What follows belongs to an exercise in optimizing a design on an open flow for small area, a short achievable clock period and few clock cycles; a production flow would make more cautious choices. Function was checked by simulation only, so behaviour that the tests miss may differ from the original. Power is estimated from default activity; no workload was simulated.

## flow/flow/fastroute.tcl

```tcl
# Global-routing layer capacities: keep most signal wiring off met1/met2,
# which the cell pins and power rails crowd, and use the upper layers.
set_global_routing_layer_adjustment met1 0.55
set_global_routing_layer_adjustment met2 0.35
set_global_routing_layer_adjustment met3 0.2
set_global_routing_layer_adjustment met4 0.2
set_global_routing_layer_adjustment met5 0.2

set_routing_layers -clock met3-met5
set_routing_layers -signal met1-met5
```

## flow/config.mk

```make
export PLATFORM = sky130hd
export DESIGN_NAME = rate_matcher_engine
export DESIGN_NICKNAME = rate_matcher_engine
export VERILOG_FILES = /design/flow/design.v
export SDC_FILE = /design/flow/constraint.sdc
export NUM_CORES = 4
export LEC_CHECK = 0
export ABC_AREA = 1
export CAP_MARGIN = 30
export CORE_MARGIN = 2
export CORE_UTILIZATION = 24
export PLACE_DENSITY = 0.32
export SLEW_MARGIN = 35
```

## flow/constraint.sdc

```tcl
create_clock -name core_clock -period 20.0 [get_ports {clk}]
set_input_delay 4.0000 -clock core_clock [delete_from_list [all_inputs] [get_ports {clk}]]
set_output_delay 4.0000 -clock core_clock [all_outputs]
set_load 0.01 [all_outputs]
```

## flow/standard.sh

```bash
#!/bin/bash
# synth_recipe.tcl (not shown) runs the flow's synth.tcl, then flattens the netlist and writes it again
# the make line also repeats each setting of config.mk as NAME=value (left out here)
make -C /OpenROAD-flow-scripts/flow DESIGN_CONFIG=/design/flow/config.mk WORK_HOME=/design/flow/orfs CLKGATE_MAP_FILE= SYNTH_SCRIPT=/design/flow/synth_recipe.tcl "${@:-finish}"
```

## flow/flow/run.sh

```bash
#!/bin/bash
# Standard layout, with two changes to how it is made:
#  - global routing uses flow/fastroute.tcl (layer capacities, see there);
#  - the port buffers are sky130_fd_sc_hd__buf_2 cells.
# make's full output goes to flow_make.log in the work folder; each ORFS
# step keeps its own log under orfs/logs.
set -euo pipefail
bash standard.sh \
  "FASTROUTE_TCL=$PWD/flow/fastroute.tcl" \
  "BUFFER_PORTS_ARGS=-buffer_cell sky130_fd_sc_hd__buf_2" \
  finish > flow_make.log 2>&1
```

## flow/design.v

```verilog
module rate_matcher_engine (
    input  wire         clk,
    input  wire         rst,
    input  wire         cfg_valid,
    output wire         cfg_ready,
    input  wire [46:0]  cfg_data,
    input  wire         in_valid,
    output wire         in_ready,
    input  wire [127:0] in_data,
    input  wire         in_last,
    output wire         out_valid,
    input  wire         out_ready,
    output wire [127:0] out_data,
    output wire         out_last,
    output wire [2:0]   err_code
);
    localparam [1:0] S_AWAIT = 2'd0,
                     S_RECV  = 2'd1,
                     S_EMIT  = 2'd2;
    localparam [1:0] M_FETCH = 2'd0,
                     M_PB    = 2'd1,
                     M_DBL   = 2'd2;
    localparam integer NU = 142;    
    reg  [1:0]   state;
    reg  [3:0]   count;
    reg  [2:0]   err;
    reg  [3:0]   scnt;
    reg  [15:0]  inlen;
    reg  [15:0]  outlen;
    reg  [1:0]   rv;
    reg  [2:0]   nl;
    reg  [3:0]   qm;
    reg  [10:0]  ncb;
    reg          bg1;
    reg          out_full;
    reg  [127:0] out_reg;
    reg          out_last_r;
    assign cfg_ready = !rst && (state == S_AWAIT);
    assign in_ready  = !rst && (state == S_RECV);
    assign out_valid = !rst && (state == S_EMIT) && out_full;
    genvar go_i;
    generate
        for (go_i = 0; go_i < 128; go_i = go_i + 1) begin : g_orev
            assign out_data[127 - go_i] = out_reg[go_i];
        end
    endgenerate
    assign out_last  = out_last_r;
    assign err_code  = rst ? 3'd0 : err;
    wire cfg_xfer = cfg_valid && cfg_ready;
    wire in_xfer  = in_valid && in_ready;
    wire out_xfer = out_valid && out_ready;
    wire [15:0] c_inlen = cfg_data[15:0];
    wire [5:0]  c_nref  = cfg_data[46:41];
    wire [10:0] c_ncb   = (c_nref == 6'd0)          ? c_inlen[10:0] :
                          ({10'd0, c_nref} < c_inlen) ? {5'd0, c_nref} : c_inlen[10:0];
    reg c_bg1;
    always @(*) begin
        case (c_inlen)
            16'd132,  16'd198,  16'd264,  16'd330,  16'd396,  16'd462,
            16'd528,  16'd594,  16'd660,  16'd726,  16'd792,  16'd858,
            16'd924,  16'd990,  16'd1056, 16'd1188, 16'd1320, 16'd1452,
            16'd1584, 16'd1716, 16'd1848, 16'd1980, 16'd2112, 16'd2376,
            16'd2640, 16'd2904, 16'd3168, 16'd3432, 16'd3696, 16'd3960,
            16'd4224, 16'd4752, 16'd5280, 16'd5808, 16'd6336, 16'd6864,
            16'd7392, 16'd7920, 16'd8448, 16'd9504, 16'd10560, 16'd11616,
            16'd12672, 16'd13728, 16'd14784, 16'd15840, 16'd16896,
            16'd19008, 16'd21120, 16'd23232, 16'd25344:
                c_bg1 = 1'b1;
            default:
                c_bg1 = 1'b0;
        endcase
    end
    wire [6:0]  nq        = nl * qm;
    wire        bad_inlen = (inlen == 16'd0);
    wire        short_in  = (inlen > 16'd1408);
    wire        bad_nq    = (nq == 7'd0);
    wire        bad       = bad_inlen || short_in || bad_nq;
    wire [2:0]  bad_code  = bad_inlen ? 3'd2 : (short_in ? 3'd3 : 3'd2);
    wire [6:0]  ncw = bg1 ? 7'd66 : 7'd50;
    reg  [5:0]  kcoef;
    always @(*) begin
        case ({bg1, rv})
            3'b1_00: kcoef = 6'd0;
            3'b1_01: kcoef = 6'd17;
            3'b1_10: kcoef = 6'd33;
            3'b1_11: kcoef = 6'd56;
            3'b0_00: kcoef = 6'd0;
            3'b0_01: kcoef = 6'd13;
            3'b0_10: kcoef = 6'd25;
            default: kcoef = 6'd43;
        endcase
    end
    reg [7:0] dq;
    reg [3:0] dr;
    always @(*) begin
        case (qm)
            4'd1:  begin dq = 8'd128; dr = 4'd0;  end
            4'd2:  begin dq = 8'd64;  dr = 4'd0;  end
            4'd3:  begin dq = 8'd42;  dr = 4'd2;  end
            4'd4:  begin dq = 8'd32;  dr = 4'd0;  end
            4'd5:  begin dq = 8'd25;  dr = 4'd3;  end
            4'd6:  begin dq = 8'd21;  dr = 4'd2;  end
            4'd7:  begin dq = 8'd18;  dr = 4'd2;  end
            4'd8:  begin dq = 8'd16;  dr = 4'd0;  end
            4'd9:  begin dq = 8'd14;  dr = 4'd2;  end
            4'd10: begin dq = 8'd12;  dr = 4'd8;  end
            4'd11: begin dq = 8'd11;  dr = 4'd7;  end
            4'd12: begin dq = 8'd10;  dr = 4'd8;  end
            4'd13: begin dq = 8'd9;   dr = 4'd11; end
            4'd14: begin dq = 8'd9;   dr = 4'd2;  end
            4'd15: begin dq = 8'd8;   dr = 4'd8;  end
            default: begin dq = 8'd0; dr = 4'd0;  end
        endcase
    end
    reg [2:0] nlm;
    always @(*) begin
        if (ncb[10:3] != 8'd0)
            nlm = nl;
        else begin
            case (ncb[2:0])
                3'd1: nlm = 3'd0;
                3'd2: nlm = {2'b00, nl[0]};
                3'd3: nlm = (nl >= 3'd6) ? nl - 3'd6 : ((nl >= 3'd3) ? nl - 3'd3 : nl);
                3'd4: nlm = {1'b0, nl[1:0]};
                3'd5: nlm = (nl >= 3'd5) ? nl - 3'd5 : nl;
                3'd6: nlm = (nl >= 3'd6) ? nl - 3'd6 : nl;
                3'd7: nlm = (nl == 3'd7) ? 3'd0 : nl;
                default: nlm = 3'd0;
            endcase
        end
    end
    function [10:0] madd;
        input [10:0] x;
        input [10:0] y;
        input [10:0] n;
        reg   [11:0] s;
        begin
            s = {1'b0, x} + {1'b0, y};
            madd = (s >= {1'b0, n}) ? (s - {1'b0, n}) : s[10:0];
        end
    endfunction
    reg  [6:0]   qrem;       
    reg  [15:0]  qsh;        
    reg  [15:0]  qf;         
    reg  [10:0]  rr;         
    reg  [2:0]   rp;         
    reg          rr_run;
    reg          cst;        
    reg          setup_done;
    reg  [6:0]   zr;         
    reg  [4:0]   zc;
    reg  [16:0]  kx;         
    reg  [10:0]  kr;
    reg  [5:0]   kq;
    reg  [10:0]  k0;
    reg  [10:0]  d32r;       
    reg  [10:0]  dqr;        
    reg  [10:0]  r1, r2, r3, r4, r1d32, d64, d96, dq1m;
    reg  [15:0]  e_len;
    function [7:0] qstep;            
        input [6:0]  rem;
        input        nbit;
        input [6:0]  d;
        reg   [7:0]  t;
        begin
            t = {rem, nbit};
            if (t >= {1'b0, d})
                qstep = {1'b1, t[6:0] - d};
            else
                qstep = {1'b0, t[6:0]};
        end
    endfunction
    function [10:0] rstepq;
        input [10:0] racc;
        input        qb;
        input [2:0]  nlmod;
        input [10:0] n;
        reg   [12:0] a;
        begin
            a = {1'b0, racc, 1'b0} + (qb ? {10'd0, nlmod} : 13'd0);
            if (a >= {1'b0, n, 1'b0})      a = a - {1'b0, n, 1'b0};
            else if (a >= {2'b00, n})      a = a - {2'b00, n};
            rstepq = a[10:0];
        end
    endfunction
    wire [7:0] qs1 = qstep(qrem,      qsh[15], nq);
    wire [7:0] qs2 = qstep(qs1[6:0],  qsh[14], nq);
    wire [7:0] qs3 = qstep(qs2[6:0],  qsh[13], nq);
    wire [7:0] qs4 = qstep(qs3[6:0],  qsh[12], nq);
    wire [3:0] qnib = {qs1[7], qs2[7], qs3[7], qs4[7]};
    wire [10:0] rrh = rstepq(rr,  qf[{rp, 1'b1}], nlm, ncb);
    wire [10:0] rrn = rstepq(rrh, qf[{rp, 1'b0}], nlm, ncb);
    function [10:0] rstep1;
        input [10:0] r;
        input        b;
        input [10:0] n;
        reg   [11:0] t;
        begin
            t = {r, b};
            rstep1 = (t >= {1'b0, n}) ? (t - {1'b0, n}) : t[10:0];
        end
    endfunction
    wire [7:0]  zt  = {zr, inlen[4'd5 - scnt]};
    wire [11:0] kt  = {kr, kx[4'd7 - scnt]};
    wire [5:0]  c32 = 6'b100000;
    wire [10:0] r2c = madd(rr, rr, ncb);
    wire [10:0] d64c = madd(d32r, d32r, ncb);
    wire [16:0] kprod = kcoef * ncb;
    always @(posedge clk) begin
        if (cfg_xfer) begin
            scnt <= 4'd1;
            qrem <= 7'd0;
            qsh  <= cfg_data[31:16];
            rr   <= 11'd0;
            rr_run <= 1'b0;
            cst  <= 1'b0;
            setup_done <= 1'b0;
            zr   <= {1'b0, cfg_data[10:5]};
            d32r <= 11'd0;
            dqr  <= 11'd0;
        end else begin
            if (scnt != 4'd15)
                scnt <= scnt + 4'd1;
            if (scnt >= 4'd1 && scnt <= 4'd4) begin
                qrem <= qs4[6:0];
                qsh  <= {qsh[11:0], 4'b0000};
                case (scnt[2:0])
                    3'd1:    qf[15:12] <= qnib;
                    3'd2:    qf[11:8]  <= qnib;
                    3'd3:    qf[7:4]   <= qnib;
                    default: qf[3:0]   <= qnib;
                endcase
            end
            if (scnt == 4'd1) begin
                rp     <= (qnib[3:2] != 2'b00) ? 3'd7 : 3'd6;
                rr_run <= 1'b1;
            end
            cst <= 1'b0;
            if (rr_run) begin
                rr <= rrn;
                rp <= rp - 3'd1;
                if (rp == 3'd0) begin
                    rr_run <= 1'b0;
                    cst    <= 1'b1;
                end
            end
            if (scnt == 4'd5)
                e_len <= outlen - {9'd0, qrem};
            if (scnt >= 4'd1 && scnt <= 4'd8)
                dqr  <= rstep1(dqr, dq[4'd8 - scnt], ncb);
            if (scnt >= 4'd1 && scnt <= 4'd5) begin
                if (zt >= {1'b0, ncw}) begin
                    zr <= zt - {1'b0, ncw};
                    zc[4'd5 - scnt] <= 1'b1;
                end else begin
                    zr <= zt[6:0];
                    zc[4'd5 - scnt] <= 1'b0;
                end
            end
            if (scnt >= 4'd1 && scnt <= 4'd6)
                d32r <= rstep1(d32r, c32[4'd6 - scnt], ncb);
            if (scnt == 4'd1) begin
                kx <= kprod;
                kr <= kprod[16:6];
            end
            if (scnt >= 4'd2 && scnt <= 4'd7) begin
                if (kt >= {1'b0, inlen[10:0]}) begin
                    kr <= kt - {1'b0, inlen[10:0]};
                    kq[4'd7 - scnt] <= 1'b1;
                end else begin
                    kr <= kt[10:0];
                    kq[4'd7 - scnt] <= 1'b0;
                end
            end
            if (scnt == 4'd8)
                k0 <= kq * zc;
            if (cst) begin
                r1    <= rr;
                r2    <= r2c;
                r3    <= madd(r2c, rr, ncb);
                r4    <= madd(r2c, r2c, ncb);
                r1d32 <= madd(rr, d32r, ncb);
                d64   <= d64c;
                d96   <= madd(d64c, d32r, ncb);
                dq1m  <= madd(dqr, 11'd1, ncb);
                setup_done <= 1'b1;
            end
        end
    end
    reg  [1407:0] mem;
    wire [127:0]  in_rev;
    genvar g;
    generate
        for (g = 0; g < 128; g = g + 1) begin : g_rev
            assign in_rev[g] = in_data[127 - g];
        end
        for (g = 0; g < 11; g = g + 1) begin : g_mem
            always @(posedge clk)
                if (in_xfer && count == g)
                    mem[128*g +: 128] <= in_rev;
        end
    endgenerate
    reg  [63:0]  p0;
    reg  [63:0]  p1;
    wire [4:0]   qx = ncb[10:6];
    wire [5:0]   zz = ncb[5:0];
    reg          d_v;
    reg  [1:0]   d_mode;
    reg  [11:0]  d_a0, d_a1, d_a2, d_a3;
    reg  [1:0]   d_cyc;
    reg          d_final;
    reg  [3:0]   d_c;
    reg          d_last;
    reg  [5:0]   d_thr;
    reg          d_pon;
    reg  [22:0]  su0, su1, su2, su3;    
    reg  [23:0]  sv0, sv1, sv2, sv3;    
    reg          x_v;
    reg  [127:0] ex_r;
    reg  [1:0]   x_cyc;
    reg          x_final;
    reg  [3:0]   x_c;
    reg          x_last;
    wire stall = out_full && !out_xfer;
    wire exec  = d_v && !stall;
    wire exec3 = x_v && !stall;
    function [46:0] dsel;             
        input [11:0] a;
        input        pon;
        input [4:0]  px;
        reg   [5:0]  q;
        reg   [5:0]  q1;
        reg          hu;
        reg          hv;
        reg   [22:0] su;
        reg   [23:0] sv;
        integer      k;
        begin
            q  = a[11:6];
            q1 = q + 6'd1;
            hu = pon && (q == {1'b0, px});
            hv = pon && (q1 == {1'b0, px});
            for (k = 0; k < 22; k = k + 1) begin
                su[k] = (q == k) && !hu;
                sv[k] = (q1 == k) && !hu && !hv;
            end
            su[22] = hu;
            sv[22] = hv;
            sv[23] = hu;
            dsel = {sv, su};
        end
    endfunction
    function [31:0] extract;
        input [22:0]   su;
        input [23:0]   sv;
        input [5:0]    sh;
        input [1407:0] m;
        input [63:0]   pp0;
        input [63:0]   pp1;
        reg   [63:0]   u;
        reg   [30:0]   v;
        reg   [94:0]   uv;
        reg   [62:0]   s5;
        reg   [46:0]   s4;
        reg   [38:0]   s3;
        reg   [34:0]   s2;
        reg   [32:0]   s1;
        integer        k;
        begin
            u = {64{su[22]}} & pp0;
            v = ({31{sv[22]}} & pp0[30:0]) | ({31{sv[23]}} & pp1[30:0]);
            for (k = 0; k < 22; k = k + 1) begin
                u = u | ({64{su[k]}} & m[64*k +: 64]);
                v = v | ({31{sv[k]}} & m[64*k +: 31]);
            end
            uv = {v, u};
            s5 = sh[5] ? uv[94:32] : uv[62:0];
            s4 = sh[4] ? s5[62:16] : s5[46:0];
            s3 = sh[3] ? s4[46:8]  : s4[38:0];
            s2 = sh[2] ? s3[38:4]  : s3[34:0];
            s1 = sh[1] ? s2[34:2]  : s2[32:0];
            extract = sh[0] ? s1[32:1] : s1[31:0];
        end
    endfunction
    wire [31:0] ex0 = extract(su0, sv0, d_a0[5:0], mem, p0, p1);
    wire [31:0] ex1 = extract(su1, sv1, d_a1[5:0], mem, p0, p1);
    wire [31:0] ex2 = extract(su2, sv2, d_a2[5:0], mem, p0, p1);
    wire [31:0] ex3 = extract(su3, sv3, d_a3[5:0], mem, p0, p1);
    wire [127:0] exw = {ex3, ex2, ex1, ex0};
    reg  [NU-1:0] stg;        
    wire [NU-1:0] dsc;
    wire [NU-1:0] dhit;
    genvar gu, gq;
    generate
        for (gu = 0; gu < NU; gu = gu + 1) begin : g_sc
            wire [15:0] cand;
            wire [15:0] hit;
            assign cand[0] = 1'b0;
            assign hit[0]  = 1'b0;
            for (gq = 1; gq < 16; gq = gq + 1) begin : g_q
                localparam integer J  = gu % gq;
                localparam integer MM = gu / gq;
                localparam integer CH = (gq >= 4) ? J : ((gq == 1) ? (MM / 32) : (2 * J + MM / 32));
                localparam integer EE = CH % 4;
                localparam integer CY = (gq >= 4) ? (J / 4) : (CH / 4);
                localparam integer IX = (gq >= 4) ? MM : (MM % 32);
                localparam integer OK = (IX < 32) && (CY < 4);
                if (OK) begin : g_ok
                    assign cand[gq] = ex_r[EE * 32 + IX];
                    assign hit[gq]  = (x_cyc == CY);
                end else begin : g_no
                    assign cand[gq] = 1'b0;
                    assign hit[gq]  = 1'b0;
                end
            end
            assign dsc[gu]  = cand[qm];
            assign dhit[gu] = hit[qm];
        end
    endgenerate
    wire [NU-1:0] merged = (dhit & dsc) | (~dhit & stg);
    wire [134:0]  sh3 = x_c[3] ? {1'b0, merged[141:8]} : merged[134:0];
    wire [130:0]  sh2 = x_c[2] ? sh3[134:4] : sh3[130:0];
    wire [128:0]  sh1 = x_c[1] ? sh2[130:2] : sh2[128:0];
    wire [127:0]  shifted = x_c[0] ? sh1[128:1] : sh1[127:0];
    wire [6:0]   erem = e_len[6:0];
    wire [127:0] tail;
    generate
        for (g = 0; g < 128; g = g + 1) begin : g_tail
            assign tail[g] = !x_last || (erem == 7'd0) || (g < erem);
        end
    endgenerate
    wire [63:0] thr_mask;
    wire [63:0] real_mask;
    generate
        for (g = 0; g < 64; g = g + 1) begin : g_pm
            assign thr_mask[g]  = (g >= d_thr);
            assign real_mask[g] = (g < zz);
        end
    endgenerate
    wire real_load = in_xfer && (count == {1'b0, ncb[10:7]});
    wire [63:0] pw_mask = (exec && (d_mode == M_PB || d_mode == M_DBL)) ? thr_mask : 64'd0;
    wire [63:0] rl_mask = real_load ? (real_mask & ~pw_mask) : 64'd0;
    always @(posedge clk) begin
        p0 <= (pw_mask & exw[63:0]) |
              (rl_mask & (qx[0] ? in_rev[127:64] : in_rev[63:0])) |
              (~pw_mask & ~rl_mask & p0);
        if (exec && d_mode == M_PB)
            p1 <= exw[127:64];
    end
    always @(posedge clk) begin
        if (!stall) begin
            ex_r    <= exw;
            x_cyc   <= d_cyc;
            x_final <= d_final;
            x_c     <= d_c;
            x_last  <= d_last;
        end
        if (exec3) begin
            if (x_final) begin
                out_reg    <= shifted[127:0] & tail;
                out_last_r <= x_last;
            end else begin
                stg <= merged;
            end
        end
    end
    reg  [10:0]  wa;         
    reg  [10:0]  a0;         
    reg  [3:0]   wc;         
    reg  [1:0]   wcyc;
    reg  [9:0]   wleft;
    reg          active;
    reg          started;
    reg  [1:0]   pstate;
    reg  [6:0]   px2;        
    wire [1:0]  ncyc1 = (qm <= 4'd2) ? 2'd0 : (qm == 4'd3) ? 2'd1 : ((qm - 4'd1) >> 2);
    wire [10:0] off1  = (qm >= 4'd4) ? r1 : d32r;
    wire [10:0] off2  = (qm >= 4'd4) ? r2 : ((qm == 4'd1) ? d64 : r1);
    wire [10:0] off3  = (qm >= 4'd4) ? r3 : ((qm == 4'd1) ? d96 : r1d32);
    wire [10:0] wstp  = (qm >= 4'd4) ? r4 : r2;
    wire [4:0]  cn    = {1'b0, wc} + {1'b0, dr};
    wire        carry = (cn >= {1'b0, qm});
    wire [3:0]  cnext = carry ? (cn[3:0] - qm) : cn[3:0];
    wire [10:0] a0n   = madd(a0, carry ? dq1m : dqr, ncb);
    wire        wfinal = (wcyc == ncyc1);
    wire [3:0]  wq    = (ncb - 11'd1) >> 7;
    wire        go    = setup_done && (pstate == 2'd2) && (count > wq) &&
                        !bad && (e_len != 16'd0) && !started && (state != S_AWAIT);
    wire issue_pb  = (state == S_RECV) && (pstate == 2'd0) && (count >= 4'd2);
    wire issue_dbl = (state != S_AWAIT) && (pstate == 2'd1);
    wire issue_f   = active;
    reg  [11:0] n_a0, n_a1, n_a2, n_a3;
    reg         n_pon;
    always @(*) begin
        if (issue_pb) begin
            n_pon = 1'b0;
            n_a0  = 12'd0  - {6'd0, zz};
            n_a1  = 12'd32 - {6'd0, zz};
            n_a2  = 12'd64 - {6'd0, zz};
            n_a3  = 12'd96 - {6'd0, zz};
        end else if (issue_dbl) begin
            n_pon = 1'b1;
            n_a0  = 12'd0  - {5'd0, px2};
            n_a1  = 12'd32 - {5'd0, px2};
            n_a2  = 12'd0;
            n_a3  = 12'd0;
        end else begin
            n_pon = 1'b1;
            n_a0  = {1'b0, wa};
            n_a1  = {1'b0, madd(wa, off1, ncb)};
            n_a2  = {1'b0, madd(wa, off2, ncb)};
            n_a3  = {1'b0, madd(wa, off3, ncb)};
        end
    end
    wire [46:0] nsel0 = dsel(n_a0, n_pon, qx);
    wire [46:0] nsel1 = dsel(n_a1, n_pon, qx);
    wire [46:0] nsel2 = dsel(n_a2, n_pon, qx);
    wire [46:0] nsel3 = dsel(n_a3, n_pon, qx);
    always @(posedge clk) begin
        if (rst || cfg_xfer) begin
            d_v     <= 1'b0;
            x_v     <= 1'b0;
            active  <= 1'b0;
            started <= 1'b0;
            pstate  <= 2'd0;
        end else if (!stall) begin
            d_v  <= 1'b0;
            x_v  <= d_v && (d_mode == M_FETCH);
            d_a0 <= n_a0;
            d_a1 <= n_a1;
            d_a2 <= n_a2;
            d_a3 <= n_a3;
            d_pon <= n_pon;
            su0  <= nsel0[22:0];
            sv0  <= nsel0[46:23];
            su1  <= nsel1[22:0];
            sv1  <= nsel1[46:23];
            su2  <= nsel2[22:0];
            sv2  <= nsel2[46:23];
            su3  <= nsel3[22:0];
            sv3  <= nsel3[46:23];
            if (issue_pb) begin
                d_v    <= 1'b1;
                d_mode <= M_PB;
                d_thr  <= zz;
                px2    <= {ncb[5:0], 1'b0};
                pstate <= ({ncb, 1'b0} < ncb + 11'd31) && (ncb != 11'd0) ? 2'd1 : 2'd2;
            end else if (issue_dbl) begin
                d_v    <= 1'b1;
                d_mode <= M_DBL;
                d_thr  <= px2[5:0];
                px2    <= {px2[5:0], 1'b0};
                if ({4'd0, px2, 1'b0} >= ncb + 11'd31)
                    pstate <= 2'd2;
            end else if (issue_f) begin
                d_v     <= 1'b1;
                d_mode  <= M_FETCH;
                d_cyc   <= wcyc;
                d_final <= wfinal;
                d_c     <= wc;
                d_last  <= (wleft == 10'd1);
                if (wfinal) begin
                    wcyc  <= 2'd0;
                    wc    <= cnext;
                    a0    <= a0n;
                    wa    <= a0n;
                    wleft <= wleft - 10'd1;
                    if (wleft == 10'd1)
                        active <= 1'b0;
                end else begin
                    wcyc <= wcyc + 2'd1;
                    wa   <= madd(wa, wstp, ncb);
                end
            end
            if (go) begin
                active  <= 1'b1;
                started <= 1'b1;
            end
            if (cst) begin
                wa    <= k0;
                a0    <= k0;
                wc    <= 4'd0;
                wcyc  <= 2'd0;
                wleft <= e_len[15:7] + {9'd0, (e_len[6:0] != 7'd0)};
            end
        end
    end
    always @(posedge clk) begin
        if (rst) begin
            state    <= S_AWAIT;
            count    <= 4'd0;
            err      <= 3'd0;
            out_full <= 1'b0;
        end else begin
            if (exec3 && x_final)
                out_full <= 1'b1;
            else if (out_xfer)
                out_full <= 1'b0;
            case (state)
                S_AWAIT: begin
                    if (cfg_xfer) begin
                        inlen  <= cfg_data[15:0];
                        outlen <= cfg_data[31:16];
                        rv     <= cfg_data[33:32];
                        nl     <= cfg_data[36:34];
                        qm     <= cfg_data[40:37];
                        ncb    <= c_ncb;
                        bg1    <= c_bg1;
                        err    <= 3'd0;
                        count  <= 4'd0;
                        out_full <= 1'b0;
                        state  <= S_RECV;
                    end
                end
                S_RECV: begin
                    if (in_xfer) begin
                        count <= count + 4'd1;
                        if (count == 4'd10) begin
                            if (bad) begin
                                err   <= bad_code;
                                state <= S_AWAIT;
                            end else if (e_len == 16'd0) begin
                                state <= S_AWAIT;
                            end else begin
                                state <= S_EMIT;
                            end
                        end
                    end
                end
                S_EMIT: begin
                    if (out_xfer && out_last_r)
                        state <= S_AWAIT;
                end
                default: state <= S_AWAIT;
            endcase
        end
    end
endmodule
```

==> metrics.md <==
| Metric | Value |
|---|---|
| Final setup violation count | `0` |
| Total Die Area | `819,000 µm²` |
| Die width | `905 µm` |
| Critical path type | `register to register` |
| CP Capture Type | `register` |
| Maximum vdd drop | `about 250 µV` |
| RSZ-0062 raised after global routing | `no` |
| Power per cell area | `approximately 150 nW/µm²` |
| Yosys cell types | `93` |
| H-tree levels | `5` |
| Final ANT Viol Nets | `0` |
| TritonCTS clock tree | `yes` |
| FMAX | `90.6 MHz` |
| Vias in the first global route | `approximately 230k` |
| Dominant delay contributor by cell family on the critical path | `compound AO/OA/AOI/OAI gates` |
| EDFF count, synth | `between 2,000 and 2,500` |
| Global placement routability congestion | `roughly 1.2` |
| Post-CTS sizing | `0` |
| WL met3 | `between 300 and 400 mm` |
| Synth Instances | `27,000` |
| Vias | `~240k` |
| Total power | `roughly 34,000 µW` |
| Area leader, netlist | `edfxtp_1` |
| Top Registers | `mem: 1408 flops, stg: 142 flops` |
| Final setup TNS | `0 ns` |
| Hold buffer count at cts | `0` |
| DP Wirelength | `1460 mm` |
| Async set-reset flop share out of synthesis | `0%` |
| Most frequent cells in the layout | `9,699 x nand2_1, 2,356 x edfxtp_1, 1,824 x nand3_1` |
| Clock tree buffer depth | `4` |
| Status | `timing/DRC/antenna clean` |
| Final slew viol count | `0` |
| Final Hold Viols | `0` |
| Fillers | `~89,000` |
| Max Cap Viol | `0` |
| Routed WL | `approximately 2000 mm` |
| Gr usage total | `about three fifths` |
| #FFs+latches synth | `2,494` |
| Met2 WL | `~710 mm` |
| First-pass GRT wire length | `between 2000 and 3000 mm` |
| Rel. slew slack | `17.2%` |
| Hold crit path type | `register to register` |
| DRC Markers | `0` |
| Skew final | `roughly 0.14 ns` |
| Avg Cell Area, Syn | `7.21 µm²` |
| Fin worst setup slack | `approximately 9.0 ns` |
| Tcrit/Tclk final | `a little under three fifths` |
| Pleak | `roughly 0.09 µW` |
| Place WS | `about 8.7 ns` |
| Syn-to-layout area delta | `17.0%` |
| CTS Root Cell | `clkbuf_16` |
| Yosys warnings | `1` |
| Via-to-Cell Ratio | `slightly above 6` |
| Worst Tran Pin Value | `~1.2 ns` |
| Max layer used | `met5` |
| Die Height | `a little over 900 µm` |
| Most common cell after layout, fill and taps aside | `nand2_1` |
| Synth area leaders | `edfxtp_1 36%, nand2_1 19%, nand3_1 4.7%` |
| Register area | `73,500 µm²` |
| Worst Setup Start Kind | `register` |
| CP Max Fanout | `18` |
| # rows | `330` |
| Placed instance area | `around 210,000 µm²` |
| Minimum clock period | `approximately 11 ns` |
| Post-CTS setup repair buffer count | `0` |
| Clock transition at the registers of the reported paths | `roughly 0.06 ns` |
| Congestion Overflow GR | `0` |
| Worst Path Required | `roughly 21 ns` |
| Metal-1 WL | `roughly 650 mm` |
| Initial antenna violation count | `around 530` |
| CP max stage cell | `fa_1` |
| Starting Density | `around a quarter` |
| Combined area of the multi-input logic cells | `107,000 µm²` |
| Number of flip-flops in the largest register | `around 1,400` |
| Area share of the largest cell type after synthesis | `between 30% and 40%` |
| Register area share after synthesis | `between 30 and 40%` |
| Top reg by flops | `mem` |
| Clk sinks | `~2,500` |
| I/O Pins | `316` |
| Final nets | `27,600` |
| WP buf/inv | `5` |
| Avg WL per Cell | `a little over 50 µm` |
| DRT iter0 DRCs | `roughly 22,000` |
| Ys flop type | `edfxtp_1` |
| Max stage delay on crit path | `just under 0.8 ns` |
| Clock Latency Late Sink | `roughly 1.2 ns` |
| DRT Pass-1 Iters | `7` |
| Cell area after layout | `228,000 µm²` |
| Fraction of layout cells with a size suffix above 1 | `under 10%` |
| Mapped Area | `roughly 200,000 µm²` |
| Core Footprint | `808,000 µm²` |
| Post-Syn Nets | `around 28,000` |
| Critical Path AT | `12.00 ns` |
| Number of buffers added on ports | `313` |
| Fin util | `around 28%` |
| Cts bufs inserted | `348` |
| Pin count of the biggest net entering global routing | `123` |
-- layer usage --
layer / GRT usage (%) / vias up
li1: - / 95000
met1: 70.8 / 113000
met2: 68.6 / 22000
met3: 52.9 / 8019
met4: 48.1 / 511
met5: 32.1 / -
-- cell usage after synthesis (148+ instances only) --
cell type  number
nor2_1       1243
a21oi_1       997
buf_2         195
clkbuf_1     1233
edfxtp_1     2356
xor2_1        206
nor3_1        329
inv_1        1706
buf_4         157
nand4_1       828
o211ai_1      214
a211oi_1      218
a22o_1        360
o22ai_1       308
o21ai_0      1405
a221oi_1      398
nand2_1      9707
buf_1         378
a2111oi_0     182
clkbuf_2      148
o21ai_1       408
nand3_1      1826
o2111ai_1     295
ha_1          478
-- cell families after synthesis --
kind of cell               share of synthesized area, %
buffers and inverters                              8.14
other                                           0.00193
adders and majority gates                          3.97
AOI/OAI and AO/OA                                  17.4
DFF                                                37.8
and+or+nand+nor                                    30.9
xor gates and xnor gates                           1.43
muxes                                             0.407
-- worst paths after layout --
check	slack, ns	startpoint	endpoint	cells after the start
worst max-delay path	8.97	nl[0]$_DFFE_PP_	qrem[3]$_SDFFE_PP0P_	43
worst min-delay path	0.42	d_c[2]$_DFFE_PP_	x_c[2]$_DFFE_PN_	0
worst max register to register	8.97	nl[0]$_DFFE_PP_	qrem[3]$_SDFFE_PP0P_	43
worst min register to register	0.42	d_c[2]$_DFFE_PP_	x_c[2]$_DFFE_PN_	0
-- final cells by class --
cell class | count | share of cell area [%]
tap | 10800 | 5.92
clock buffer | 427 | 4.06
sequential | 2494 | 32.3
inverter | 1791 | 2.98
timing repair buffer | 1623 | 5.83
antenna | 1037 | 1.14
clock inverter | 205 | 0.882
multi-input combinational | 20600 | 46.9
-- through the flow --
stage | hold WS, ns | cells
2_1_floorplan | 0.400 | 27000
3_3_place_gp | 0.402 | 37200
3_5_place_dp | 0.405 | 37300
4_1_cts | 0.416 | 37900
5_1_grt | 0.426 | 38700
6_report | 0.418 | 39000
-- worst register-to-register path, delay by kind of cell (launching register included) --
kind	cells	cell delay, ns
compound gates	21	4.63
simple gates	10	1.92
fa+ha+maj	7	2.99
flops	1	0.62
buf+inv	5	0.72
-- report_power, final --
| part | leakage (µW) | switching [µW] | internal (µW) | total [µW] |
|---|---|---|---|---|
| clock network | 0.00547 | 2920 | 3640 | 6560 |
| logic | 0.0616 | 15200 | 4930 | 20100 |
| registers | 0.0227 | 629 | 6550 | 7180 |
| total | 0.0898 | 18800 | 15100 | 33900 |
Testbench counts, summed over its fixed seeds: cycles 8,305.

## separate check: timing with driven ports
Ports are ideal in the flow. The routed layout listed here was re-timed in OpenROAD. Step 1 assumes that a clkbuf_16 drives the clock port and a buf_2 every other input. Step 2, shift: input delay + t, output delay - t, t = (earliest + latest rising clock arrival at the registers) / 2. This alone moves slack from input paths to output paths. Slacks: ideal ports / drivers / drivers and shift; pairs: ideal ports / drivers.
t, ns: 1.304
setup slack, ns: 8.967 / 8.967 / 8.967
hold WS [ns]: 0.418 / 0.418 / 0.418
worst slew at a driven data input, ns: 0.41
cell pins on the clock port's net: 1
After both steps this run still meets setup and hold. For this run, drivers alone change the setup slack by 0.000 ns; drivers and shift together by 0.000 ns.
